Background: an optimization exercise with open tools, aiming at small area, a short achievable clock period and few clock cycles per item. Do not read the settings as production practice.
Function was not checked in any run shown here: the RTL went through the layout flow alone.
No activity file was given, so power comes from the tool's default toggle rates.

$ cat flow/design.v
module muxcodec_quant (
    input  wire        clk,
    input  wire        rst,         
    input  wire        in_valid,
    output wire        in_ready,
    input  wire        in_op,       
    input  wire [2:0]  in_res,      
    input  wire [2:0]  in_qty,      
    input  wire [63:0] in_din,
    output reg         out_valid,
    output reg  [63:0] out_dout,
    output reg  [2:0]  out_err      
);
    localparam [1:0] K_DIV = 2'd0;    
    localparam [1:0] K_MUL = 2'd1;    
    localparam [1:0] K_F2F = 2'd2;    
    localparam [1:0] K_F2D = 2'd3;    
    localparam [1:0] C_NONE = 2'd0;
    localparam [1:0] C_ZERO = 2'd1;   
    localparam [1:0] C_INF  = 2'd2;   
    localparam [1:0] C_NAN  = 2'd3;   
    reg         busy;       
    reg         fin;        
    reg         first;      
    reg         fr;         
    reg  [1:0]  kind;
    reg  [2:0]  err;        
    reg  [1:0]  cst;        
    reg  [1:0]  res;
    reg  [2:0]  qty;
    reg         neg;
    reg         seen;       
    reg         h1, h0;     
    reg         g1, g0;     
    reg         stk;        
    reg         up;         
    reg         sat;        
    reg  [54:0] A;          
    reg  [31:0] B;          
    reg  [10:0] X;          
    reg  [5:0]  T;          
    wire [53:0] inc_out;    
    assign in_ready = ~busy;
    wire accept = in_valid & ~busy;
    wire [31:0] rom_a = 32'd1 << {qty, res};
    wire [51:0] rom_m;
    wire [54:0] rom_m3;
    wire [10:0] rom_c1, rom_cs;
    assign rom_m[0] = rom_a[0] | rom_a[1] | rom_a[2] | rom_a[6] | rom_a[9] | rom_a[24] | rom_a[26];
    assign rom_m[1] = rom_a[0] | rom_a[4] | rom_a[9] | rom_a[17] | rom_a[21] | rom_a[24] | rom_a[29];
    assign rom_m[2] = rom_a[1] | rom_a[5] | rom_a[10] | rom_a[18] | rom_a[22] | rom_a[25] | rom_a[26] | rom_a[30];
    assign rom_m[3] = rom_a[0] | rom_a[1] | rom_a[4] | rom_a[5] | rom_a[9] | rom_a[10] | rom_a[12] | rom_a[17] | rom_a[18] | rom_a[21] | rom_a[22] | rom_a[24] | rom_a[25] | rom_a[26] | rom_a[29] | rom_a[30];
    assign rom_m[4] = rom_a[0] | rom_a[2] | rom_a[4] | rom_a[5] | rom_a[6] | rom_a[9] | rom_a[10] | rom_a[17] | rom_a[18] | rom_a[21] | rom_a[22] | rom_a[24] | rom_a[25] | rom_a[29] | rom_a[30];
    assign rom_m[5] = rom_a[0] | rom_a[1] | rom_a[2] | rom_a[5] | rom_a[6] | rom_a[9] | rom_a[10] | rom_a[18] | rom_a[22] | rom_a[24] | rom_a[25] | rom_a[30];
    assign rom_m[6] = rom_a[0] | rom_a[2] | rom_a[5] | rom_a[6] | rom_a[9] | rom_a[10] | rom_a[18] | rom_a[22] | rom_a[24] | rom_a[25] | rom_a[30];
    assign rom_m[7] = rom_a[2] | rom_a[4] | rom_a[5] | rom_a[6] | rom_a[10] | rom_a[13] | rom_a[17] | rom_a[18] | rom_a[21] | rom_a[22] | rom_a[25] | rom_a[26] | rom_a[29] | rom_a[30];
    assign rom_m[8] = rom_a[1] | rom_a[4] | rom_a[5] | rom_a[10] | rom_a[17] | rom_a[18] | rom_a[21] | rom_a[22] | rom_a[25] | rom_a[26] | rom_a[29] | rom_a[30];
    assign rom_m[9] = rom_a[1];
    assign rom_m[10] = rom_a[0] | rom_a[9] | rom_a[12] | rom_a[24] | rom_a[26];
    assign rom_m[11] = rom_a[2] | rom_a[4] | rom_a[5] | rom_a[6] | rom_a[10] | rom_a[17] | rom_a[18] | rom_a[21] | rom_a[22] | rom_a[25] | rom_a[26] | rom_a[29] | rom_a[30];
    assign rom_m[12] = rom_a[0] | rom_a[4] | rom_a[9] | rom_a[17] | rom_a[21] | rom_a[24] | rom_a[29];
    assign rom_m[13] = rom_a[2] | rom_a[5] | rom_a[6] | rom_a[10] | rom_a[18] | rom_a[22] | rom_a[25] | rom_a[26] | rom_a[30];
    assign rom_m[14] = rom_a[1] | rom_a[2] | rom_a[6] | rom_a[26];
    assign rom_m[15] = rom_a[4] | rom_a[5] | rom_a[10] | rom_a[17] | rom_a[18] | rom_a[21] | rom_a[22] | rom_a[25] | rom_a[26] | rom_a[29] | rom_a[30];
    assign rom_m[16] = rom_a[2] | rom_a[4] | rom_a[5] | rom_a[6] | rom_a[10] | rom_a[17] | rom_a[18] | rom_a[21] | rom_a[22] | rom_a[25] | rom_a[26] | rom_a[29] | rom_a[30];
    assign rom_m[17] = rom_a[0] | rom_a[2] | rom_a[6] | rom_a[9] | rom_a[12] | rom_a[24];
    assign rom_m[18] = rom_a[0] | rom_a[1] | rom_a[9] | rom_a[24] | rom_a[26];
    assign rom_m[19] = rom_a[0] | rom_a[1] | rom_a[4] | rom_a[9] | rom_a[17] | rom_a[21] | rom_a[24] | rom_a[29];
    assign rom_m[20] = rom_a[1] | rom_a[4] | rom_a[5] | rom_a[10] | rom_a[17] | rom_a[18] | rom_a[21] | rom_a[22] | rom_a[25] | rom_a[26] | rom_a[29] | rom_a[30];
    assign rom_m[21] = rom_a[0] | rom_a[2] | rom_a[5] | rom_a[6] | rom_a[9] | rom_a[10] | rom_a[14] | rom_a[18] | rom_a[22] | rom_a[24] | rom_a[25] | rom_a[26] | rom_a[30];
    assign rom_m[22] = rom_a[2] | rom_a[5] | rom_a[6] | rom_a[10] | rom_a[13] | rom_a[18] | rom_a[22] | rom_a[25] | rom_a[30];
    assign rom_m[23] = rom_a[0] | rom_a[2] | rom_a[4] | rom_a[5] | rom_a[6] | rom_a[9] | rom_a[10] | rom_a[17] | rom_a[18] | rom_a[21] | rom_a[22] | rom_a[24] | rom_a[25] | rom_a[26] | rom_a[29] | rom_a[30];
    assign rom_m[24] = rom_a[0] | rom_a[1] | rom_a[4] | rom_a[9] | rom_a[12] | rom_a[17] | rom_a[21] | rom_a[24] | rom_a[29];
    assign rom_m[25] = rom_a[0] | rom_a[1] | rom_a[5] | rom_a[9] | rom_a[10] | rom_a[18] | rom_a[22] | rom_a[24] | rom_a[25] | rom_a[30];
    assign rom_m[26] = rom_a[0] | rom_a[9] | rom_a[24];
    assign rom_m[27] = rom_a[1] | rom_a[2] | rom_a[4] | rom_a[6] | rom_a[17] | rom_a[21] | rom_a[29];
    assign rom_m[28] = rom_a[4] | rom_a[5] | rom_a[10] | rom_a[17] | rom_a[18] | rom_a[21] | rom_a[22] | rom_a[25] | rom_a[29] | rom_a[30];
    assign rom_m[29] = rom_a[1] | rom_a[26];
    assign rom_m[30] = rom_a[0] | rom_a[1] | rom_a[5] | rom_a[9] | rom_a[10] | rom_a[18] | rom_a[22] | rom_a[24] | rom_a[25] | rom_a[30];
    assign rom_m[31] = rom_a[1] | rom_a[2] | rom_a[4] | rom_a[5] | rom_a[6] | rom_a[10] | rom_a[12] | rom_a[17] | rom_a[18] | rom_a[21] | rom_a[22] | rom_a[25] | rom_a[26] | rom_a[29] | rom_a[30];
    assign rom_m[32] = rom_a[0] | rom_a[2] | rom_a[4] | rom_a[5] | rom_a[6] | rom_a[9] | rom_a[10] | rom_a[17] | rom_a[18] | rom_a[21] | rom_a[22] | rom_a[24] | rom_a[25] | rom_a[26] | rom_a[29] | rom_a[30];
    assign rom_m[33] = rom_a[1] | rom_a[26];
    assign rom_m[34] = rom_a[2] | rom_a[5] | rom_a[6] | rom_a[10] | rom_a[18] | rom_a[22] | rom_a[25] | rom_a[26] | rom_a[30];
    assign rom_m[35] = rom_a[4] | rom_a[5] | rom_a[10] | rom_a[17] | rom_a[18] | rom_a[21] | rom_a[22] | rom_a[25] | rom_a[29] | rom_a[30];
    assign rom_m[36] = rom_a[2] | rom_a[4] | rom_a[6] | rom_a[17] | rom_a[21] | rom_a[26] | rom_a[29];
    assign rom_m[37] = rom_a[0] | rom_a[1] | rom_a[2] | rom_a[6] | rom_a[9] | rom_a[13] | rom_a[24] | rom_a[26];
    assign rom_m[38] = rom_a[0] | rom_a[1] | rom_a[5] | rom_a[9] | rom_a[10] | rom_a[12] | rom_a[18] | rom_a[22] | rom_a[24] | rom_a[25] | rom_a[26] | rom_a[30];
    assign rom_m[39] = rom_a[0] | rom_a[1] | rom_a[2] | rom_a[4] | rom_a[6] | rom_a[9] | rom_a[17] | rom_a[21] | rom_a[24] | rom_a[26] | rom_a[29];
    assign rom_m[40] = rom_a[4] | rom_a[17] | rom_a[21] | rom_a[29];
    assign rom_m[41] = rom_a[0] | rom_a[1] | rom_a[5] | rom_a[9] | rom_a[10] | rom_a[18] | rom_a[22] | rom_a[24] | rom_a[25] | rom_a[26] | rom_a[30];
    assign rom_m[42] = rom_a[1] | rom_a[26];
    assign rom_m[43] = rom_a[0] | rom_a[2] | rom_a[4] | rom_a[6] | rom_a[9] | rom_a[17] | rom_a[21] | rom_a[24] | rom_a[29];
    assign rom_m[44] = rom_a[0] | rom_a[1] | rom_a[2] | rom_a[4] | rom_a[6] | rom_a[9] | rom_a[17] | rom_a[21] | rom_a[24] | rom_a[29];
    assign rom_m[45] = rom_a[0] | rom_a[1] | rom_a[2] | rom_a[5] | rom_a[6] | rom_a[9] | rom_a[10] | rom_a[12] | rom_a[18] | rom_a[22] | rom_a[24] | rom_a[25] | rom_a[30];
    assign rom_m[46] = rom_a[0] | rom_a[2] | rom_a[5] | rom_a[6] | rom_a[9] | rom_a[10] | rom_a[18] | rom_a[22] | rom_a[24] | rom_a[25] | rom_a[26] | rom_a[30];
    assign rom_m[47] = rom_a[2] | rom_a[4] | rom_a[6] | rom_a[17] | rom_a[21] | rom_a[26] | rom_a[29];
    assign rom_m[48] = rom_a[4] | rom_a[17] | rom_a[21] | rom_a[29];
    assign rom_m[49] = rom_a[1];
    assign rom_m[50] = rom_a[0] | rom_a[2] | rom_a[6] | rom_a[9] | rom_a[24];
    assign rom_m[51] = rom_a[1] | rom_a[4] | rom_a[17] | rom_a[21] | rom_a[29];
    assign rom_m3[0] = rom_a[0] | rom_a[1] | rom_a[2] | rom_a[6] | rom_a[9] | rom_a[24] | rom_a[26];
    assign rom_m3[1] = rom_a[1] | rom_a[2] | rom_a[4] | rom_a[6] | rom_a[17] | rom_a[21] | rom_a[26] | rom_a[29];
    assign rom_m3[2] = rom_a[1] | rom_a[4] | rom_a[5] | rom_a[10] | rom_a[17] | rom_a[18] | rom_a[21] | rom_a[22] | rom_a[25] | rom_a[26] | rom_a[29] | rom_a[30];
    assign rom_m3[3] = rom_a[4] | rom_a[12] | rom_a[17] | rom_a[21] | rom_a[29];
    assign rom_m3[4] = rom_a[0] | rom_a[2] | rom_a[5] | rom_a[6] | rom_a[9] | rom_a[10] | rom_a[12] | rom_a[18] | rom_a[22] | rom_a[24] | rom_a[25] | rom_a[30];
    assign rom_m3[5] = rom_a[0] | rom_a[5] | rom_a[9] | rom_a[10] | rom_a[18] | rom_a[22] | rom_a[24] | rom_a[25] | rom_a[26] | rom_a[30];
    assign rom_m3[6] = rom_a[0] | rom_a[2] | rom_a[4] | rom_a[5] | rom_a[6] | rom_a[9] | rom_a[10] | rom_a[17] | rom_a[18] | rom_a[21] | rom_a[22] | rom_a[24] | rom_a[25] | rom_a[29] | rom_a[30];
    assign rom_m3[7] = rom_a[1] | rom_a[2] | rom_a[4] | rom_a[5] | rom_a[6] | rom_a[10] | rom_a[13] | rom_a[17] | rom_a[18] | rom_a[21] | rom_a[22] | rom_a[25] | rom_a[26] | rom_a[29] | rom_a[30];
    assign rom_m3[8] = rom_a[0] | rom_a[1] | rom_a[5] | rom_a[9] | rom_a[10] | rom_a[13] | rom_a[18] | rom_a[22] | rom_a[24] | rom_a[25] | rom_a[30];
    assign rom_m3[9] = rom_a[2] | rom_a[6];
    assign rom_m3[10] = rom_a[0] | rom_a[4] | rom_a[5] | rom_a[9] | rom_a[10] | rom_a[12] | rom_a[17] | rom_a[18] | rom_a[21] | rom_a[22] | rom_a[24] | rom_a[25] | rom_a[29] | rom_a[30];
    assign rom_m3[11] = rom_a[0] | rom_a[1] | rom_a[2] | rom_a[4] | rom_a[5] | rom_a[6] | rom_a[9] | rom_a[10] | rom_a[12] | rom_a[17] | rom_a[18] | rom_a[21] | rom_a[22] | rom_a[24] | rom_a[25] | rom_a[26] | rom_a[29] | rom_a[30];
    assign rom_m3[12] = rom_a[0] | rom_a[2] | rom_a[5] | rom_a[6] | rom_a[9] | rom_a[10] | rom_a[18] | rom_a[22] | rom_a[24] | rom_a[25] | rom_a[30];
    assign rom_m3[13] = rom_a[0] | rom_a[2] | rom_a[5] | rom_a[6] | rom_a[9] | rom_a[10] | rom_a[18] | rom_a[22] | rom_a[24] | rom_a[25] | rom_a[30];
    assign rom_m3[14] = rom_a[1] | rom_a[4] | rom_a[5] | rom_a[10] | rom_a[17] | rom_a[18] | rom_a[21] | rom_a[22] | rom_a[25] | rom_a[26] | rom_a[29] | rom_a[30];
    assign rom_m3[15] = rom_a[1] | rom_a[4] | rom_a[5] | rom_a[10] | rom_a[17] | rom_a[18] | rom_a[21] | rom_a[22] | rom_a[25] | rom_a[26] | rom_a[29] | rom_a[30];
    assign rom_m3[16] = rom_a[26];
    assign rom_m3[17] = rom_a[0] | rom_a[2] | rom_a[6] | rom_a[9] | rom_a[12] | rom_a[24];
    assign rom_m3[18] = rom_a[1] | rom_a[4] | rom_a[5] | rom_a[10] | rom_a[12] | rom_a[17] | rom_a[18] | rom_a[21] | rom_a[22] | rom_a[25] | rom_a[29] | rom_a[30];
    assign rom_m3[19] = rom_a[0] | rom_a[2] | rom_a[4] | rom_a[6] | rom_a[9] | rom_a[17] | rom_a[21] | rom_a[24] | rom_a[29];
    assign rom_m3[20] = rom_a[1] | rom_a[5] | rom_a[10] | rom_a[18] | rom_a[22] | rom_a[25] | rom_a[30];
    assign rom_m3[21] = rom_a[2] | rom_a[6] | rom_a[14] | rom_a[26];
    assign rom_m3[22] = rom_a[1] | rom_a[4] | rom_a[5] | rom_a[10] | rom_a[13] | rom_a[14] | rom_a[17] | rom_a[18] | rom_a[21] | rom_a[22] | rom_a[25] | rom_a[29] | rom_a[30];
    assign rom_m3[23] = rom_a[2] | rom_a[4] | rom_a[5] | rom_a[6] | rom_a[10] | rom_a[13] | rom_a[17] | rom_a[18] | rom_a[21] | rom_a[22] | rom_a[25] | rom_a[29] | rom_a[30];
    assign rom_m3[24] = rom_a[0] | rom_a[1] | rom_a[9] | rom_a[12] | rom_a[24];
    assign rom_m3[25] = rom_a[0] | rom_a[2] | rom_a[6] | rom_a[9] | rom_a[12] | rom_a[24] | rom_a[26];
    assign rom_m3[26] = rom_a[0] | rom_a[4] | rom_a[9] | rom_a[17] | rom_a[21] | rom_a[24] | rom_a[29];
    assign rom_m3[27] = rom_a[2] | rom_a[4] | rom_a[5] | rom_a[6] | rom_a[10] | rom_a[17] | rom_a[18] | rom_a[21] | rom_a[22] | rom_a[25] | rom_a[29] | rom_a[30];
    assign rom_m3[28] = rom_a[0] | rom_a[2] | rom_a[5] | rom_a[6] | rom_a[9] | rom_a[10] | rom_a[18] | rom_a[22] | rom_a[24] | rom_a[25] | rom_a[30];
    assign rom_m3[29] = rom_a[5] | rom_a[10] | rom_a[18] | rom_a[22] | rom_a[25] | rom_a[26] | rom_a[30];
    assign rom_m3[30] = rom_a[0] | rom_a[1] | rom_a[4] | rom_a[5] | rom_a[9] | rom_a[10] | rom_a[17] | rom_a[18] | rom_a[21] | rom_a[22] | rom_a[24] | rom_a[25] | rom_a[26] | rom_a[29] | rom_a[30];
    assign rom_m3[31] = rom_a[0] | rom_a[1] | rom_a[2] | rom_a[4] | rom_a[6] | rom_a[9] | rom_a[12] | rom_a[17] | rom_a[21] | rom_a[24] | rom_a[26] | rom_a[29];
    assign rom_m3[32] = rom_a[0] | rom_a[5] | rom_a[9] | rom_a[10] | rom_a[12] | rom_a[18] | rom_a[22] | rom_a[24] | rom_a[25] | rom_a[30];
    assign rom_m3[33] = rom_a[0] | rom_a[9] | rom_a[24] | rom_a[26];
    assign rom_m3[34] = rom_a[4] | rom_a[17] | rom_a[21] | rom_a[26] | rom_a[29];
    assign rom_m3[35] = rom_a[1] | rom_a[4] | rom_a[5] | rom_a[10] | rom_a[17] | rom_a[18] | rom_a[21] | rom_a[22] | rom_a[25] | rom_a[29] | rom_a[30];
    assign rom_m3[36] = 1'b0;
    assign rom_m3[37] = rom_a[0] | rom_a[1] | rom_a[2] | rom_a[5] | rom_a[6] | rom_a[9] | rom_a[10] | rom_a[13] | rom_a[18] | rom_a[22] | rom_a[24] | rom_a[25] | rom_a[26] | rom_a[30];
    assign rom_m3[38] = rom_a[4] | rom_a[5] | rom_a[10] | rom_a[12] | rom_a[13] | rom_a[17] | rom_a[18] | rom_a[21] | rom_a[22] | rom_a[25] | rom_a[26] | rom_a[29] | rom_a[30];
    assign rom_m3[39] = rom_a[0] | rom_a[1] | rom_a[4] | rom_a[5] | rom_a[9] | rom_a[10] | rom_a[12] | rom_a[17] | rom_a[18] | rom_a[21] | rom_a[22] | rom_a[24] | rom_a[25] | rom_a[26] | rom_a[29] | rom_a[30];
    assign rom_m3[40] = 1'b0;
    assign rom_m3[41] = rom_a[2] | rom_a[5] | rom_a[6] | rom_a[10] | rom_a[18] | rom_a[22] | rom_a[25] | rom_a[30];
    assign rom_m3[42] = rom_a[1] | rom_a[4] | rom_a[5] | rom_a[10] | rom_a[17] | rom_a[18] | rom_a[21] | rom_a[22] | rom_a[25] | rom_a[26] | rom_a[29] | rom_a[30];
    assign rom_m3[43] = rom_a[2] | rom_a[4] | rom_a[6] | rom_a[17] | rom_a[21] | rom_a[29];
    assign rom_m3[44] = rom_a[0] | rom_a[9] | rom_a[24] | rom_a[26];
    assign rom_m3[45] = rom_a[0] | rom_a[1] | rom_a[2] | rom_a[5] | rom_a[6] | rom_a[9] | rom_a[10] | rom_a[12] | rom_a[18] | rom_a[22] | rom_a[24] | rom_a[25] | rom_a[30];
    assign rom_m3[46] = rom_a[0] | rom_a[2] | rom_a[4] | rom_a[6] | rom_a[9] | rom_a[12] | rom_a[17] | rom_a[21] | rom_a[24] | rom_a[26] | rom_a[29];
    assign rom_m3[47] = rom_a[1] | rom_a[2] | rom_a[4] | rom_a[6] | rom_a[17] | rom_a[21] | rom_a[29];
    assign rom_m3[48] = rom_a[0] | rom_a[5] | rom_a[9] | rom_a[10] | rom_a[18] | rom_a[22] | rom_a[24] | rom_a[25] | rom_a[30];
    assign rom_m3[49] = rom_a[1] | rom_a[2] | rom_a[6] | rom_a[26];
    assign rom_m3[50] = rom_a[0] | rom_a[1] | rom_a[2] | rom_a[4] | rom_a[6] | rom_a[9] | rom_a[17] | rom_a[21] | rom_a[24] | rom_a[29];
    assign rom_m3[51] = rom_a[0] | rom_a[1] | rom_a[2] | rom_a[4] | rom_a[6] | rom_a[9] | rom_a[17] | rom_a[21] | rom_a[24] | rom_a[29];
    assign rom_m3[52] = rom_a[0] | rom_a[2] | rom_a[5] | rom_a[6] | rom_a[8] | rom_a[9] | rom_a[10] | rom_a[12] | rom_a[13] | rom_a[14] | rom_a[16] | rom_a[18] | rom_a[20] | rom_a[22] | rom_a[24] | rom_a[25] | rom_a[26] | rom_a[28] | rom_a[30];
    assign rom_m3[53] = rom_a[0] | rom_a[2] | rom_a[5] | rom_a[6] | rom_a[8] | rom_a[9] | rom_a[10] | rom_a[12] | rom_a[13] | rom_a[14] | rom_a[16] | rom_a[18] | rom_a[20] | rom_a[22] | rom_a[24] | rom_a[25] | rom_a[26] | rom_a[28] | rom_a[30];
    assign rom_m3[54] = rom_a[1] | rom_a[4] | rom_a[17] | rom_a[21] | rom_a[29];
    assign rom_c1[0] = rom_a[0] | rom_a[2] | rom_a[6] | rom_a[8] | rom_a[9] | rom_a[12] | rom_a[13] | rom_a[14] | rom_a[16] | rom_a[24];
    assign rom_c1[1] = rom_a[0] | rom_a[3] | rom_a[4] | rom_a[5] | rom_a[7] | rom_a[9] | rom_a[11] | rom_a[12] | rom_a[13] | rom_a[14] | rom_a[15] | rom_a[17] | rom_a[19] | rom_a[20] | rom_a[21] | rom_a[23] | rom_a[24] | rom_a[26] | rom_a[27] | rom_a[28] | rom_a[29] | rom_a[31];
    assign rom_c1[2] = rom_a[0] | rom_a[2] | rom_a[3] | rom_a[6] | rom_a[7] | rom_a[8] | rom_a[9] | rom_a[10] | rom_a[11] | rom_a[12] | rom_a[13] | rom_a[14] | rom_a[15] | rom_a[16] | rom_a[18] | rom_a[19] | rom_a[20] | rom_a[22] | rom_a[23] | rom_a[24] | rom_a[25] | rom_a[27] | rom_a[28] | rom_a[30] | rom_a[31];
    assign rom_c1[3] = rom_a[2] | rom_a[3] | rom_a[4] | rom_a[6] | rom_a[7] | rom_a[8] | rom_a[11] | rom_a[13] | rom_a[14] | rom_a[15] | rom_a[16] | rom_a[17] | rom_a[19] | rom_a[20] | rom_a[21] | rom_a[23] | rom_a[26] | rom_a[27] | rom_a[28] | rom_a[29] | rom_a[31];
    assign rom_c1[4] = rom_a[0] | rom_a[1] | rom_a[3] | rom_a[4] | rom_a[5] | rom_a[7] | rom_a[8] | rom_a[9] | rom_a[10] | rom_a[11] | rom_a[12] | rom_a[14] | rom_a[15] | rom_a[16] | rom_a[17] | rom_a[18] | rom_a[19] | rom_a[20] | rom_a[21] | rom_a[22] | rom_a[23] | rom_a[24] | rom_a[25] | rom_a[27] | rom_a[28] | rom_a[29] | rom_a[30] | rom_a[31];
    assign rom_c1[5] = rom_a[0] | rom_a[1] | rom_a[2] | rom_a[3] | rom_a[4] | rom_a[5] | rom_a[6] | rom_a[7] | rom_a[8] | rom_a[9] | rom_a[10] | rom_a[11] | rom_a[12] | rom_a[13] | rom_a[15] | rom_a[16] | rom_a[17] | rom_a[18] | rom_a[19] | rom_a[20] | rom_a[21] | rom_a[22] | rom_a[23] | rom_a[24] | rom_a[25] | rom_a[26] | rom_a[27] | rom_a[28] | rom_a[29] | rom_a[30] | rom_a[31];
    assign rom_c1[6] = 1'b1;
    assign rom_c1[7] = 1'b1;
    assign rom_c1[8] = 1'b1;
    assign rom_c1[9] = 1'b1;
    assign rom_c1[10] = 1'b0;
    assign rom_cs[0] = rom_a[1] | rom_a[3] | rom_a[4] | rom_a[5] | rom_a[7] | rom_a[10] | rom_a[11] | rom_a[15] | rom_a[17] | rom_a[18] | rom_a[19] | rom_a[20] | rom_a[21] | rom_a[22] | rom_a[23] | rom_a[25] | rom_a[26] | rom_a[27] | rom_a[28] | rom_a[29] | rom_a[30] | rom_a[31];
    assign rom_cs[1] = rom_a[2] | rom_a[3] | rom_a[4] | rom_a[5] | rom_a[6] | rom_a[7] | rom_a[8] | rom_a[11] | rom_a[15] | rom_a[16] | rom_a[17] | rom_a[19] | rom_a[20] | rom_a[21] | rom_a[23] | rom_a[26] | rom_a[27] | rom_a[28] | rom_a[29] | rom_a[31];
    assign rom_cs[2] = rom_a[2] | rom_a[3] | rom_a[6] | rom_a[7] | rom_a[8] | rom_a[10] | rom_a[11] | rom_a[15] | rom_a[16] | rom_a[18] | rom_a[19] | rom_a[20] | rom_a[22] | rom_a[23] | rom_a[25] | rom_a[27] | rom_a[28] | rom_a[30] | rom_a[31];
    assign rom_cs[3] = rom_a[2] | rom_a[3] | rom_a[6] | rom_a[7] | rom_a[9] | rom_a[11] | rom_a[15] | rom_a[17] | rom_a[19] | rom_a[21] | rom_a[23] | rom_a[26] | rom_a[27] | rom_a[29] | rom_a[31];
    assign rom_cs[4] = rom_a[3] | rom_a[7] | rom_a[10] | rom_a[11] | rom_a[15] | rom_a[18] | rom_a[19] | rom_a[22] | rom_a[23] | rom_a[27] | rom_a[30] | rom_a[31];
    assign rom_cs[5] = 1'b0;
    assign rom_cs[6] = 1'b0;
    assign rom_cs[7] = 1'b0;
    assign rom_cs[8] = 1'b0;
    assign rom_cs[9] = 1'b0;
    assign rom_cs[10] = 1'b1;
    reg  [10:0] i_c0;
    always @(*) begin
        case ({in_qty, in_res[1:0]})
            5'b000_00: i_c0 = 11'd1014;
            5'b000_01: i_c0 = 11'd1007;
            5'b000_10: i_c0 = 11'd1004;
            5'b001_00: i_c0 = 11'd1017;
            5'b001_01: i_c0 = 11'd1009;
            5'b001_10: i_c0 = 11'd1004;
            5'b010_00: i_c0 = 11'd1020;
            5'b010_01: i_c0 = 11'd1014;
            5'b010_10: i_c0 = 11'd1011;
            5'b011_00: i_c0 = 11'd1014;
            5'b011_01: i_c0 = 11'd1006;
            5'b011_10: i_c0 = 11'd990;
            5'b100_00: i_c0 = 11'd1020;
            5'b100_01: i_c0 = 11'd1017;
            5'b100_10: i_c0 = 11'd1011;
            5'b101_00: i_c0 = 11'd1021;
            5'b101_01: i_c0 = 11'd1017;
            5'b101_10: i_c0 = 11'd1011;
            5'b110_00: i_c0 = 11'd1014;
            5'b110_01: i_c0 = 11'd1011;
            5'b110_10: i_c0 = 11'd1001;
            5'b111_00: i_c0 = 11'd1021;
            5'b111_01: i_c0 = 11'd1017;
            5'b111_10: i_c0 = 11'd1011;
            default:   i_c0 = 11'd1021;
        endcase
    end
    function [55:0] add55;
        input [54:0] a, b;
        input        cin;
        reg   [55:0] g, p, pg;
        integer      l, k, j;
        begin
            g[0] = cin; p[0] = 1'b0;
            for (k = 1; k < 56; k = k + 1) begin
                g[k] = a[k-1] & b[k-1];
                p[k] = a[k-1] ^ b[k-1];
            end
            pg = p;
            for (l = 0; l < 6; l = l + 1)
                for (k = 0; k < 56; k = k + 1)
                    if (((k >> l) & 1) != 0) begin
                        j = ((k >> l) << l) - 1;
                        g[k]  = g[k] | (pg[k] & g[j]);
                        pg[k] = pg[k] & pg[j];
                    end
            add55 = {g[55], p[55:1] ^ g[54:0]};
        end
    endfunction
    function [53:0] inc54;
        input [53:0] a;
        input        cin;
        reg   [54:0] c;
        integer      l, k, j;
        begin
            c = {a, cin};
            for (l = 0; l < 6; l = l + 1)
                for (k = 0; k < 55; k = k + 1)
                    if (((k >> l) & 1) != 0) begin
                        j = ((k >> l) << l) - 1;
                        c[k] = c[k] & c[j];
                    end
            inc54 = a ^ c[53:0];
        end
    endfunction
    wire        i_int  = ~in_res[2] & ~(in_res[1] & in_res[0]);
    wire        i_flt  = (in_res == 3'd3);
    wire [10:0] i_e64  = in_din[62:52];
    wire [7:0]  i_e32  = in_din[30:23];
    wire        i_f2f_sub = (i_e64[10:5] == 6'b011011) | (i_e64 == 11'd896);
    wire        i_f2d_sub = (i_e32 == 8'd0);
    wire        i_iter = i_int | (i_flt & (in_op ? i_f2d_sub : i_f2f_sub));
    reg  [31:0] i_k;
    always @(*) begin
        case (in_res[1:0])
            2'd0:    i_k = {{24{in_din[7]}},  in_din[7:0]};
            2'd1:    i_k = {{16{in_din[15]}}, in_din[15:0]};
            default: i_k = in_din[31:0];
        endcase
    end
    reg  [31:0] i_krev;
    integer i;
    always @(*) begin
        for (i = 0; i < 32; i = i + 1)
            i_krev[31 - i] = i_k[i];
    end
    wire        i_e32ff = (i_e32 == 8'hFF);
    wire [22:0] i_m32   = {in_din[22] | (i_e32ff & (|in_din[21:0])), in_din[21:0]};
    wire [10:0] i_x32   = i_e32ff ? 11'h7FF :
                          (i_e32 == 8'd0) ? 11'd897 :
                          {i_e32[7], ~i_e32[7], ~i_e32[7], ~i_e32[7], i_e32[6:0]};
    wire [52:0] d  = {1'b1, rom_m};
    wire [55:0] S1 = add55(A, ~{2'b00, d},      1'b1);    
    wire [55:0] S2 = add55(A, ~{1'b0, d, 1'b0}, 1'b1);    
    wire [55:0] S3 = add55(A, ~rom_m3,          1'b1);    
    wire        ge1 = S1[55], ge2 = S2[55], ge3 = S3[55];
    wire        qb0 = ge2;                    
    wire        qb1 = ge3 | (ge1 & ~ge2);     
    wire        kr0    = B[31], kr1 = B[30];
    wire        km0    = (neg & seen) ? ~kr0 : kr0;
    wire        seen0  = seen | kr0;
    wire        km1    = (neg & seen0) ? ~kr1 : kr1;
    wire        seen1  = seen0 | kr1;
    reg  [1:0]  sel;
    always @(*) begin
        case (kind)
            K_DIV:   sel = {qb0, qb1};
            K_MUL:   sel = {km1, km0};
            default: sel = 2'd0;
        endcase
    end
    reg  [54:0] Ss;
    always @(*) begin
        case (sel)
            2'd0:    Ss = A;
            2'd1:    Ss = S1[54:0];
            2'd2:    Ss = S2[54:0];
            default: Ss = S3[54:0];
        endcase
    end
    wire        x_c1   = (X == rom_c1);
    wire        x_c1p  = (X == rom_c1 + 11'd1);
    wire        f0     = fr | x_c1;               
    wire        f1     = fr | x_c1 | x_c1p;       
    wire        in1    = (T != 6'd1);             
    wire        q_hit0 = (f0 & ~qb0) | (f1 & in1 & ~qb1);
    wire        q_nan  = (X == 11'h7FF);
    wire        q_zero = (X < rom_c1);
    wire        q_sat  = (X >= rom_cs);
    wire        q_spec = first & (q_nan | q_zero | q_sat);
    wire        k_rest = neg ? (&B[29:0]) : ~(|B[29:0]);
    wire        k_done = k_rest & (~neg | seen1);
    reg  [31:0] k_min_rev;
    always @(*) begin
        case (res)
            2'd0:    k_min_rev = 32'h01FFFFFF;
            2'd1:    k_min_rev = 32'h0001FFFF;
            default: k_min_rev = 32'h00000001;
        endcase
    end
    wire        k_zero = (B == 32'd0);
    wire        k_min  = (B == k_min_rev);
    reg  [30:0] q_max;
    reg         q_top, q_ones;
    always @(*) begin
        case (res)
            2'd0:    begin q_max = 31'h7F;       q_top = B[7];  q_ones = &B[6:0];  end
            2'd1:    begin q_max = 31'h7FFF;     q_top = B[15]; q_ones = &B[14:0]; end
            default: begin q_max = 31'h7FFFFFFF; q_top = B[31]; q_ones = &B[30:0]; end
        endcase
    end
    wire        q_satf = sat | q_top | (up & q_ones);
    wire [31:0] q_base = q_satf ? {1'b0, q_max} : B;
    wire        q_u    = ~q_satf & up;
    wire [31:0] q_val  = inc_out[31:0];
    reg  [63:0] q_dout;
    always @(*) begin
        case (res)
            2'd0:    q_dout = {56'd0, q_val[7:0]};
            2'd1:    q_dout = {48'd0, q_val[15:0]};
            default: q_dout = {32'd0, q_val};
        endcase
    end
    reg  [63:0] q_sent;
    always @(*) begin
        case (res)
            2'd0:    q_sent = 64'h80;
            2'd1:    q_sent = 64'h8000;
            default: q_sent = 64'h80000000;
        endcase
    end
    wire [52:0] acc    = ~A[52:0];
    reg  [52:0] m_man;
    reg         m_rb, m_sb;
    reg  [1:0]  m_adj;
    always @(*) begin
        if (acc[52]) begin
            m_man = acc;                  m_rb = h1; m_sb = h0 | g1 | g0 | stk; m_adj = 2'd2;
        end else if (acc[51]) begin
            m_man = {acc[51:0], h1};      m_rb = h0; m_sb = g1 | g0 | stk;      m_adj = 2'd1;
        end else begin
            m_man = {acc[50:0], h1, h0};  m_rb = g1; m_sb = g0 | stk;           m_adj = 2'd0;
        end
    end
    wire        m_up   = m_rb & (m_sb | m_man[0]);
    wire [53:0] m_rnd  = inc_out;
    wire [10:0] m_exp  = X + {9'd0, m_adj} + {10'd0, m_rnd[53]};
    wire [63:0] m_dout = {neg, m_exp, m_rnd[51:0]};
    wire [52:0] fm     = ~A[52:0];
    wire        f_rb   = fm[28];
    wire        f_sb   = (|fm[27:0]) | h1 | h0 | g1 | g0 | stk;
    wire        f_up   = f_rb & (f_sb | fm[29]);
    wire [7:0]  f_e8   = {~X[7], X[6:0]} & {8{fm[52]}};
    wire [30:0] f_body = inc_out[30:0];
    wire        f_nan  = |fm[51:0];
    reg  [31:0] f_out;
    always @(*) begin
        case (cst)
            C_ZERO:  f_out = {neg, 31'd0};
            C_INF:   f_out = {neg, 8'hFF, 23'd0};
            C_NAN:   f_out = f_nan ? {neg, 8'hFF, 1'b1, fm[50:29]} : {neg, 8'hFF, 23'd0};
            default: f_out = {neg, f_body};
        endcase
    end
    wire [63:0] d_dout = (cst == C_ZERO) ? {neg, 63'd0} : {neg, X, B[22:0], 29'd0};
    reg  [53:0] inc_in;
    reg         inc_c;
    always @(*) begin
        case (kind)
            K_DIV:   begin inc_in = {22'd0, neg ? ~q_base : q_base}; inc_c = neg ^ q_u; end
            K_MUL:   begin inc_in = {1'b0, m_man};                   inc_c = m_up;      end
            default: begin inc_in = {23'd0, f_e8, fm[51:29]};       inc_c = f_up;      end
        endcase
    end
    assign inc_out = inc54(inc_in, inc_c);
    reg  [63:0] r_dout;
    always @(*) begin
        if (err != 3'd0)
            r_dout = 64'd0;
        else begin
            case (kind)
                K_DIV:   r_dout = (cst == C_INF) ? q_sent : q_dout;
                K_MUL:   r_dout = (cst == C_ZERO) ? 64'd0 :
                                  (cst == C_NAN)  ? 64'h7FF8000000000000 : m_dout;
                K_F2F:   r_dout = {32'd0, f_out};
                default: r_dout = d_dout;
            endcase
        end
    end
    reg done;    
    always @(*) begin
        case (kind)
            K_DIV:   done = q_spec | q_hit0 | (T == 6'd2) | (T == 6'd1);
            K_MUL:   done = (first & k_min) | k_done;
            K_F2F:   done = (X == 11'd896);
            default: done = B[22] | (first & (B[22:0] == 23'd0));
        endcase
    end
    reg  [10:0] x_step;
    always @(*) begin
        case (kind)
            K_DIV:   x_step = 11'h7FE;    
            K_MUL:   x_step = 11'h002;    
            K_F2F:   x_step = 11'h001;    
            default: x_step = 11'h7FF;    
        endcase
    end
    always @(posedge clk) begin
        out_dout <= r_dout;
        out_err  <= err;
        if (accept) begin
            res   <= in_res[1:0];
            qty   <= in_qty;
            first <= 1'b1;
            fr    <= 1'b0;
            err   <= (in_res == 3'd4) ? 3'd3 : in_res[2] ? 3'd5 : 3'd0;
            h1    <= 1'b0;
            h0    <= 1'b0;
            g1    <= 1'b0;
            g0    <= 1'b0;
            stk   <= 1'b0;
            up    <= 1'b0;
            sat   <= 1'b0;
            seen  <= 1'b0;
            T     <= 6'd54;
            cst   <= C_NONE;
            if (in_op) begin
                if (i_flt) begin
                    kind <= K_F2D;
                    neg  <= in_din[31];
                    X    <= i_x32;
                    B    <= {9'd0, i_m32};
                end else begin
                    kind <= K_MUL;
                    neg  <= i_k[31];
                    X    <= i_c0;
                    B    <= i_krev;
                end
                A <= {55{1'b1}};
            end else begin
                kind <= i_flt ? K_F2F : K_DIV;
                neg  <= in_din[63];
                X    <= i_e64;
                A    <= i_flt ? ~{2'b00, 1'b1, in_din[51:0]} : {1'b0, 1'b1, in_din[51:0], 1'b0};
                B    <= 32'd0;
                if (i_flt) begin
                    if (i_e64 == 11'h7FF)
                        cst <= C_NAN;
                    else if (i_e64 >= 11'd1151)
                        cst <= C_INF;
                    else if (i_e64 <= 11'd872)
                        cst <= C_ZERO;
                end
            end
        end else begin
            first <= 1'b0;
            X     <= X + x_step;
            T     <= first ? (qb0 ? 6'd52 : 6'd53) : T - 6'd2;
            seen  <= seen1;
            g1    <= h1;
            g0    <= h0;
            stk   <= stk | g1 | g0;
            case (kind)
                K_DIV:   A <= {Ss[52:0], 2'b00};
                K_F2F:   A <= {1'b1, A[54:1]};
                default: A <= {2'b11, Ss[54:2]};
            endcase
            if (kind == K_F2F) begin
                h1 <= ~A[0];
                h0 <= 1'b0;
            end else begin
                h1 <= ~Ss[1];
                h0 <= ~Ss[0];
            end
            case (kind)
                K_DIV: begin
                    if (q_spec) begin
                        cst <= q_nan ? C_INF : C_NONE;
                        sat <= q_sat & ~q_nan;
                    end else begin
                        if (~f1)
                            B <= {B[29:0], qb0, qb1};
                        else if (~f0)
                            B <= {B[30:0], qb0};
                        if (f1) fr <= 1'b1;
                        up <= ~q_hit0;
                    end
                end
                K_MUL: begin
                    B <= {B[29:0], neg, neg};
                    if (first & k_zero) cst <= C_ZERO;
                    if (first & k_min)  cst <= C_NAN;
                end
                K_F2F: ;
                default: begin
                    B <= {B[30:0], 1'b0};
                    if (first & (B[22:0] == 23'd0)) cst <= C_ZERO;
                end
            endcase
        end
        if (rst) begin
            busy      <= 1'b0;
            fin       <= 1'b0;
            out_valid <= 1'b0;
        end else begin
            out_valid <= fin;
            if (accept) begin
                busy <= i_iter;
                fin  <= ~i_iter;
            end else if (busy) begin
                busy <= ~done;
                fin  <= done;
            end else begin
                fin  <= 1'b0;
            end
        end
    end
endmodule
$ cat flow/run.sh
#!/bin/bash
# synth_recipe.tcl (not shown) runs the flow's synth.tcl, then flattens the netlist and writes it again
# the make line also repeats each setting of config.mk as NAME=value (left out here)
make -C /OpenROAD-flow-scripts/flow DESIGN_CONFIG=/design/flow/config.mk WORK_HOME=/design/flow/orfs CLKGATE_MAP_FILE= SYNTH_SCRIPT=/design/flow/synth_recipe.tcl finish
$ cat flow/config.mk
export PLATFORM = sky130hd
export DESIGN_NAME = muxcodec_quant
export DESIGN_NICKNAME = muxcodec_quant
export VERILOG_FILES = /design/flow/design.v
export SDC_FILE = /design/flow/constraint.sdc
export NUM_CORES = 4
export LEC_CHECK = 0
export CAP_MARGIN = 20
export CORE_MARGIN = 2
export CORE_UTILIZATION = 40
export SETUP_SLACK_MARGIN = 4.5
export SLEW_MARGIN = 20
$ cat flow/constraint.sdc
create_clock -name core_clock -period 9.0 [get_ports {clk}]
set_input_delay 1.8000 -clock core_clock [delete_from_list [all_inputs] [get_ports {clk}]]
set_output_delay 1.8000 -clock core_clock [all_outputs]
set_load 0.01 [all_outputs]
==> summary.txt, run 1 <==
Status
  • Outcome: finished clean

Timing
  • Unrepaired setup endpoints after global routing: yes
  • Worst Skew: 0.01823 ns
  • Period utilisation layout: 61.12%
  • Setup TNS: 0 ns
  • Actual transition at the worst max-transition pin: 1.434 ns
  • Count of endpoints failing setup in the final report: 0
  • Final hold violation count: 0
  • Peak clock frequency supported by timing: 0.1818 GHz
  • Hold Worst Slack: 0.4253 ns
  • Final Slew Violations: 0
  • Worst-case headroom to the max-slew limit: 3.814%
  • Time the worst path needs with I/O delays and setup: 5.501 ns

Logic synthesis
  • Proportion of synthesized area in mux cells: 4.623%
  • Post-synthesis instance total: 3,388
  • Cell taking the most area after synthesis: dfxtp_1
  • Post-synth EDFFs: 45
  • Share of synthesized flip-flops with an asynchronous set or reset: 0%
  • Net count after synthesis: 3,677
  • Distinct cells, synth: 95
  • Sequential cell area fraction in the yosys report: 17.80%
  • Yosys warnings: 1
  • Mean Syn Cell Area: 7.286 sq um
  • Combinational family with the most area after synthesis: compound AO/OA/AOI/OAI gates
  • Compound-cell area share of the yosys netlist: 32.18%
  • Top-area cell type share of the netlist area: 12.33%
  • Simple-Gate Fraction of Synth Area: 21.75%
  • Post-synthesis cell area: 24,680 sq um
  • Xor and xnor area share after synthesis: 6.351%
  • Most used flip-flop cell after synthesis: dfxtp_1
  • Post-synthesis share of cell area spent on full adders, half adders and majority gates: 11.41%
  • Post-synthesis sequential element count: 197
  • Largest cells by area after synthesis: dfxtp_1, ha_1, a21oi_1, edfxtp_1, nor2_1

Placed design
  • Standard cell area after detailed placement: 27,110 sq um
  • Final weighted congestion of routability-driven global placement: 1.079
  • Estimated wirelength of the detail-placed design: 89,700 um
  • Placed Cells incl. Taps: 4,135
  • Count of port buffers added during placement: 142

Global routing
  • Pin count of the biggest net entering global routing: 74
  • Number of antenna violations at the first check in global routing: 2
  • Global-route wire length before repair: 189,300 um
  • Global Route Usage Sum: 40.16%
  • Via count of the first global-routing pass: 27,746
  • GRT Residual Overflow: 0

Setup path
  • Maximum fanout encountered on the critical timing path: 15
  • CP required: 9.43 ns
  • Critical Path AT: 5.93 ns
  • Critical path class: register to register
  • Startpoint kind of the worst setup timing path: register
  • Capturing element type of the critical path: register

Power and ir drop
  • Total power density per cell area: 273.2 nW/um^2
  • Internal Power: 0.004401 W
  • Net Sw Frac: 53.51%
  • Leakage power figure: 13.35 nW
  • Net switching power of the design: 0.005065 W
  • Register share of total power: 17.5%
  • Peak ir drop on the vdd network: 0.1953 mV
  • Post-layout power: 0.009466 W
  • Power share of the clock group: 8.5%
  • Combinational share of power: 73.9%

Floorplan
  • Count of boundary I/O pins: 143
  • Die span in x: 252.4 um
  • Floorplan core area: 61,370 sq um
  • Die Y-Extent: 252.4 um
  • # rows: 91
  • Starting density of the core: 40.22%
  • Area enclosed by the die boundary: 63,720 sq um

Clocking
  • Count of H-tree levels built during CTS: 4
  • Clock tree buffer depth: 2
  • TritonCTS clock tree: yes
  • CTS sink count: 197
  • Clock transition time at the flip-flop clock pins of the worst setup and hold paths: 0.08 ns
  • Cell chosen for the clock root: clkbuf_16
  • CTS buffer count: 17
  • Clock latency on the worst-skew pair: 0.51 ns
  • # hold bufs at CTS: 0

Routing
  • Total wire length after detailed routing: 136,300 um
  • Count of nets left with antenna violations after detail routing: 0
  • Vias: 31,503
  • Detail-routed net length per standard cell: 30.11 um
  • Number of remaining DRC errors: 0
  • Detailed-router iteration count before antenna repair: 11
  • Vias per std cell: 6.959
  • First DRT Iteration DRCs: 5,223

Worst hold path
  • Hold WC Path Type: register to register

Finish
  • Proportion of layout cells with a drive suffix above 1: 26.22%
  • Final cell count without fillers: 4,527
  • Highest-count cells in the layout ignoring fill and taps: nor2_1, nand2_1, a21oi_1
  • Total number of nets in the final design: 4,011
  • Area of all placed cells without fillers: 34,640 sq um
  • Area growth from synthesis to layout: 40.35%
  • Most common cell after layout, fill and taps aside: nor2_1

Flow run
  • Max-cap viol count: 0
-- worst paths after layout --
kind / end / slack [ns] / from / depth (start not counted)
setup reg to reg: A[26] / 3.50 / qty[2] / 23
hold reg to reg: out_err[0] / 0.43 / err[0] / 0
setup / recovery: A[26] / 3.50 / qty[2] / 23
hold / removal: out_err[0] / 0.43 / err[0] / 0
-- critical path, cell delays in order, from the launching register on --
cell        delay (ns)
edfxtp_1          0.53
buf_6             0.19
clkinvlp_4        0.14
buf_6             0.19
nand2_1           0.07
nand2_1           0.20
a22o_2            0.40
nor3_4            0.29
ha_1              0.23
and2_1            0.24
nand2_1           0.13
nor3_4            0.33
o211ai_4          0.17
a2111oi_4         0.43
o21ai_2           0.15
o221ai_4          0.20
o311ai_4          0.16
buf_12            0.21
buf_12            0.13
buf_16            0.15
and3_1            0.18
a211oi_4          0.35
a22oi_1           0.16
a21oi_1           0.17
-- state kept, by name, indices dropped and copies added, names as in the netlist, 2 cells and up --
name,flops
err,3
kind,2
res,2
cst,2
qty,3
A,55
out_err,3
X,11
T,6
out_dout,64
B,32
-- cell families (layout without fill, tap and decap cells) --
group | after synthesis | in the layout
adder cells (fa/ha/maj) | 215 | 215
other | 0 | 3
AO/OA/AOI/OAI | 1198 | 1204
XOR/XNOR | 179 | 179
buffers and inverters | 359 | 698
multiplexers | 109 | 109
flip-flops | 197 | 197
AND/OR/NAND/NOR | 1131 | 1132
-- metrics by stage --
| step | worst slack, ns | util (%) |
|---|---|---|
| 3_5_place_dp | 1.702 | 44.18 |
| 6_report | 3.499 | 56.45 |
| 2_1_floorplan | 4.183 | - |
| 5_1_grt | 3.473 | 56.44 |
| 3_3_place_gp | 1.683 | 44.18 |
| 4_1_cts | 3.780 | 53.14 |
-- per-layer routing --
| metal | track usage [%] | vias to the layer above | part of all wire [%] |
|---|---|---|---|
| met5 | 0 | - | 0 |
| met4 | 21.01 | 0 | 7.2 |
| met3 | 14.53 | 661 | 16 |
| met2 | 55.16 | 2732 | 39 |
| met1 | 54.33 | 14694 | 38 |
| li1 | - | 13416 | - |
-- power by group through the flow --
| stage | clock network, W | logic, W | registers, W |
|---|---|---|---|
| 2_1_floorplan | 0 | 0.00378 | 0.00129 |
| 3_3_place_gp | 0 | 0.00495 | 0.00166 |
| 3_5_place_dp | 0 | 0.00492 | 0.00166 |
| 4_1_cts | 0.000805 | 0.00614 | 0.00159 |
| 5_1_grt | 0.000838 | 0.00729 | 0.00164 |
| 6_report | 0.000808 | 0.00700 | 0.00166 |
-- final cells by class --
| class | count | area, sq um |
|---|---|---|
| Multi-Input combinational cell | 2839 | 22340 |
| Clock buffer | 20 | 456.7 |
| Timing Repair Buffer | 553 | 5846 |
| Sequential cell | 197 | 4399 |
| Tap cell | 790 | 988.4 |
| Fill cell | 5426 | 26730 |
| Antenna cell | 3 | 7.507 |
| Clock inverter | 11 | 107.6 |
| Inverter | 114 | 498.0 |
-- cells in the mapped netlist (28+ instances only) --
cell type	n
nand2b_1	39
or3_1	28
nand2_1	322
inv_1	106
nor3_1	88
o21ai_0	212
nor2_1	352
edfxtp_1	45
ha_1	198
dfxtp_1	152
nor4_1	29
a21oi_1	339
a21o_1	48
xnor2_1	123
buf_1	29
o211ai_1	40
a31oi_1	40
o22ai_1	38
buf_2	44
xor2_1	56
clkbuf_1	159
mux2i_1	96
nand3_1	75
nor2b_1	31
o21a_1	30
a221oi_1	64
nand4_1	48
a211oi_1	87
a22oi_1	29
-- what timing repair did --
| action | CTS | global route |
|---|---|---|
| pin swaps | 146 | 163 |
| buffers inserted | 239 | 82 |
| cloned | 31 | 5 |
| setup endpoints to repair | 180 | 157 |
| resized for setup | 491 | 242 |
| endpoints found under the hold margin | 0 | 0 |
==> inputs of run 2 (changes only) <==
--- a/flow/config.mk
+++ b/flow/config.mk
@@ -8,5 +8,5 @@
 export CAP_MARGIN = 20
 export CORE_MARGIN = 2
 export CORE_UTILIZATION = 40
-export SETUP_SLACK_MARGIN = 4.5
+export SETUP_SLACK_MARGIN = 5
 export SLEW_MARGIN = 20
==> run 2 against run 1 <==
  * Critical path depth fell by 1
  * Clock skew barely moved
  * Utilization fell by 0.051 points
  * Sequential power rose by 4%
  * First-iteration DRC count fell by 2.4%
  * Wire length rose by 0.35%
  * Setup slack improved by 0.11 ns
  * Critical endpoint is now A[43]
  * Largest power group unchanged
==> summary.txt, run 2 <==
Floorplan
  • Die Y-Extent: 252.4 um
  • Area enclosed by the die boundary: 63,720 sq um
  • Starting density of the core: 40.22%
  • Die span in x: 252.4 um
  • Floorplan core area: 61,370 sq um
  • # rows: 91
  • Count of boundary I/O pins: 143

Setup path
  • Source of the worst register-to-register timing path: res[1]
  • Launch point of the critical path: res[1]
  • Critical path class: register to register
  • Capturing element of the worst setup path: A[43]
  • Maximum fanout encountered on the critical timing path: 14
  • Critical Path AT: 5.74 ns
  • Reg2Reg Setup Slack: 3.60 ns
  • Startpoint kind of the worst setup timing path: register
  • CP required: 9.34 ns
  • FF-to-FF path depth: 22
  • Destination of the worst register-to-register timing path: A[43]
  • Capturing element type of the critical path: register

Clocking
  • Clock tree buffer depth: 2
  • Clock latency on the worst-skew pair: 0.52 ns
  • TritonCTS clock tree: yes
  • CTS sink count: 197
  • CTS buffer count: 17
  • Count of H-tree levels built during CTS: 4
  • Cell chosen for the clock root: clkbuf_16
  • Clock transition time at the flip-flop clock pins of the worst setup and hold paths: 0.09 ns

Timing
  • Final Slew Violations: 0
  • Unrepaired setup endpoints after global routing: yes
  • Worst Skew: 0.01848 ns
  • Final hold violation count: 0
  • Count of endpoints failing setup in the final report: 0
  • Actual transition at the worst max-transition pin: 1.243 ns
  • Hold Worst Slack: 0.4348 ns
  • Worst-case headroom to the max-slew limit: 17.11%
  • Setup TNS: 0 ns
  • Period utilisation layout: 59.95%
  • Time the worst path needs with I/O delays and setup: 5.396 ns
  • Peak clock frequency supported by timing: 0.1853 GHz

Logic synthesis
  • Post-synthesis instance total: 3,388
  • Post-synthesis share of cell area spent on full adders, half adders and majority gates: 11.41%
  • Distinct cells, synth: 95
  • Yosys warnings: 1
  • Simple-Gate Fraction of Synth Area: 21.75%
  • Post-synthesis cell area: 24,680 sq um
  • Sequential cell area fraction in the yosys report: 17.80%
  • Largest cells by area after synthesis: dfxtp_1, ha_1, a21oi_1, edfxtp_1, nor2_1
  • Proportion of synthesized area in mux cells: 4.623%
  • Xor and xnor area share after synthesis: 6.351%
  • Share of synthesized flip-flops with an asynchronous set or reset: 0%
  • Combinational family with the most area after synthesis: compound AO/OA/AOI/OAI gates
  • Post-synth EDFFs: 45
  • Mean Syn Cell Area: 7.286 sq um
  • Top-count cell post-synth: nor2_1
  • List of most frequent post-synthesis cells: nor2_1, a21oi_1, nand2_1, o21ai_0, ha_1
  • Top-area cell type share of the netlist area: 12.33%
  • Cell taking the most area after synthesis: dfxtp_1
  • Net count after synthesis: 3,677
  • Most used flip-flop cell after synthesis: dfxtp_1
  • Post-synthesis sequential element count: 197
  • Compound-cell area share of the yosys netlist: 32.18%

Routing
  • Vias: 31,787
  • Count of nets left with antenna violations after detail routing: 0
  • Total wire length after detailed routing: 136,800 um
  • First DRT Iteration DRCs: 5,099
  • Detailed-router iteration count before antenna repair: 9
  • Number of remaining DRC errors: 0
  • Detail-routed net length per standard cell: 30.25 um
  • Vias per std cell: 7.031

Finish
  • Final core area utilization: 56.40%
  • Flip-flop count of the largest register after layout: 64
  • Area growth from synthesis to layout: 40.22%
  • Most common cell after layout, fill and taps aside: nor2_1
  • Proportion of layout cells with a drive suffix above 1: 27.20%
  • Biggest registers after layout: out_dout: 64 flops, A: 55 flops, B: 32 flops
  • Highest-count cells in the layout ignoring fill and taps: nor2_1, nand2_1, a21oi_1
  • Top register by number of flip-flops: out_dout
  • Ant. Diodes: 0
  • Area of all placed cells without fillers: 34,610 sq um
  • Fillers: 5,406
  • Total number of nets in the final design: 4,007

Placed design
  • Estimated wirelength of the detail-placed design: 89,810 um
  • Final weighted congestion of routability-driven global placement: 1.010
  • Count of port buffers added during placement: 142
  • Standard cell area after detailed placement: 27,170 sq um

Power and ir drop
  • Leakage power figure: 13.38 nW
  • Post-layout power: 0.009255 W
  • Total power density per cell area: 267.4 nW/um^2
  • Peak ir drop on the vdd network: 0.1653 mV

Global routing
  • GRT Residual Overflow: 0
  • Number of antenna violations at the first check in global routing: 2
  • Pin count of the biggest net entering global routing: 91
  • Global Route Usage Sum: 39.47%
  • Via count of the first global-routing pass: 27,935
  • Global-route wire length before repair: 186,200 um

Status
  • Outcome: finished clean

Worst hold path
  • Hold WC Path Type: register to register

Flow run
  • Max-cap viol count: 0
==> run 2: logic make-up (layout without fill, tap and decap cells) <==
family / after synthesis / count (layout)
AOI/OAI and AO/OA: 1198 / 1205
DFF: 197 / 197
muxes: 109 / 109
and+or+nand+nor: 1131 / 1134
adders and majority gates: 215 / 215
buffers and inverters: 359 / 692
xor gates and xnor gates: 179 / 179
==> run 2: routing by layer <==
metal	routed length (um)	share of wire (%)	vias up	GRT usage [%]
li1	-	-	13425	-
met1	50320	37	14863	51.46
met2	53600	39	2763	54.98
met3	22400	16	734	15.08
met4	10430	7.6	2	22.81
met5	20	0.015	-	0
==> run 2: through the flow <==
stage / instances / setup slack (ns)
after global routing: 4521 / 3.599
after detailed placement: 4132 / 1.903
after floorplan: 3388 / 4.186
final: 4521 / 3.604
after global placement: 4132 / 2.026
after CTS: 4380 / 3.863
==> run 2: worst min-delay path by stage <==
stage | start | end | slack, ns | depth (start not counted)
global route | err[2] | out_err[2] | 0.44 | 0
global placement | err[1] | out_err[1] | 0.39 | 0
detailed placement | err[1] | out_err[1] | 0.39 | 0
finish | err[1] | out_err[1] | 0.43 | 0
floorplan | err[2] | out_err[2] | 0.37 | 0
CTS | err[1] | out_err[1] | 0.43 | 0
==> run 2: final cells by class <==
type / count / area [sq um] / share of cell area [%]
Sequential cell: 197 / 4449 / 12.85
Timing Repair Buffer: 544 / 5759 / 16.64
Clock inverter: 14 / 153.9 / 0.4446
Timing Repair inverter: 2 / 18.77 / 0.05422
Clock buffer: 18 / 439.2 / 1.269
Multi-Input combinational cell: 2842 / 22280 / 64.36
Tap cell: 790 / 988.4 / 2.856
Inverter: 114 / 526.8 / 1.522
==> run 2: timing repair <==
| action | CTS | global route |
|---|---|---|
| pin swaps | 117 | 136 |
| resized for setup | 358 | 381 |
| cloned | 28 | 11 |
| hold buffers | 0 | 0 |
| endpoints found under the hold margin | 0 | 0 |
| endpoints found under the setup margin | 193 | 185 |
| setup buffers | 188 | 128 |
==> run 2: worst max-delay path, cell delays in order, from the launching register on <==
cell	delay (ns)
edfxtp_1	0.49
buf_12	0.20
buf_16	0.15
buf_4	0.14
nor2_1	0.36
a21oi_2	0.10
buf_4	0.17
buf_6	0.14
ha_4	0.28
nand4_1	0.19
a211oi_2	0.30
a21boi_4	0.26
o211ai_4	0.16
a2111oi_4	0.42
o21ai_2	0.14
o221ai_4	0.21
o311ai_4	0.13
buf_6	0.19
buf_12	0.15
nor2_4	0.38
a22oi_2	0.18
a32oi_1	0.27
a32oi_1	0.17
==> run 2: where the power goes <==
group,leakage [nW],switching [W],internal [W]
combinational,11.4,0.00390,0.00280
clock,0.293,0.000445,0.000380
sequential,1.73,0.000628,0.00110
total,13.4,0.00497,0.00428

==> afterwards: timing with drivers on the ports <==
The flow's constraints put no driver on any port. The routed layouts listed below were extracted and timed again, unchanged, in two steps.
Step 1 assumes that a clkbuf_16 drives the clock port and a buf_2 every other input.
Step 2 times the ports against the registers' clock, not the clock port: input delays grow and output delays shrink by t, the midpoint of the rising clock arrivals with the driver on.
a / b / c = ideal / step 1 / step 2; a / b = the first two.
run	shift t [ns]	setup slack, ns	worst setup path after step 2	pins driven straight from the clock port
run 1	0.563	3.499 / 3.499 / 3.499	register to register	1
run 2	0.569	3.604 / 3.604 / 3.604	register to register	1
After both steps setup and hold are still met in every run listed.
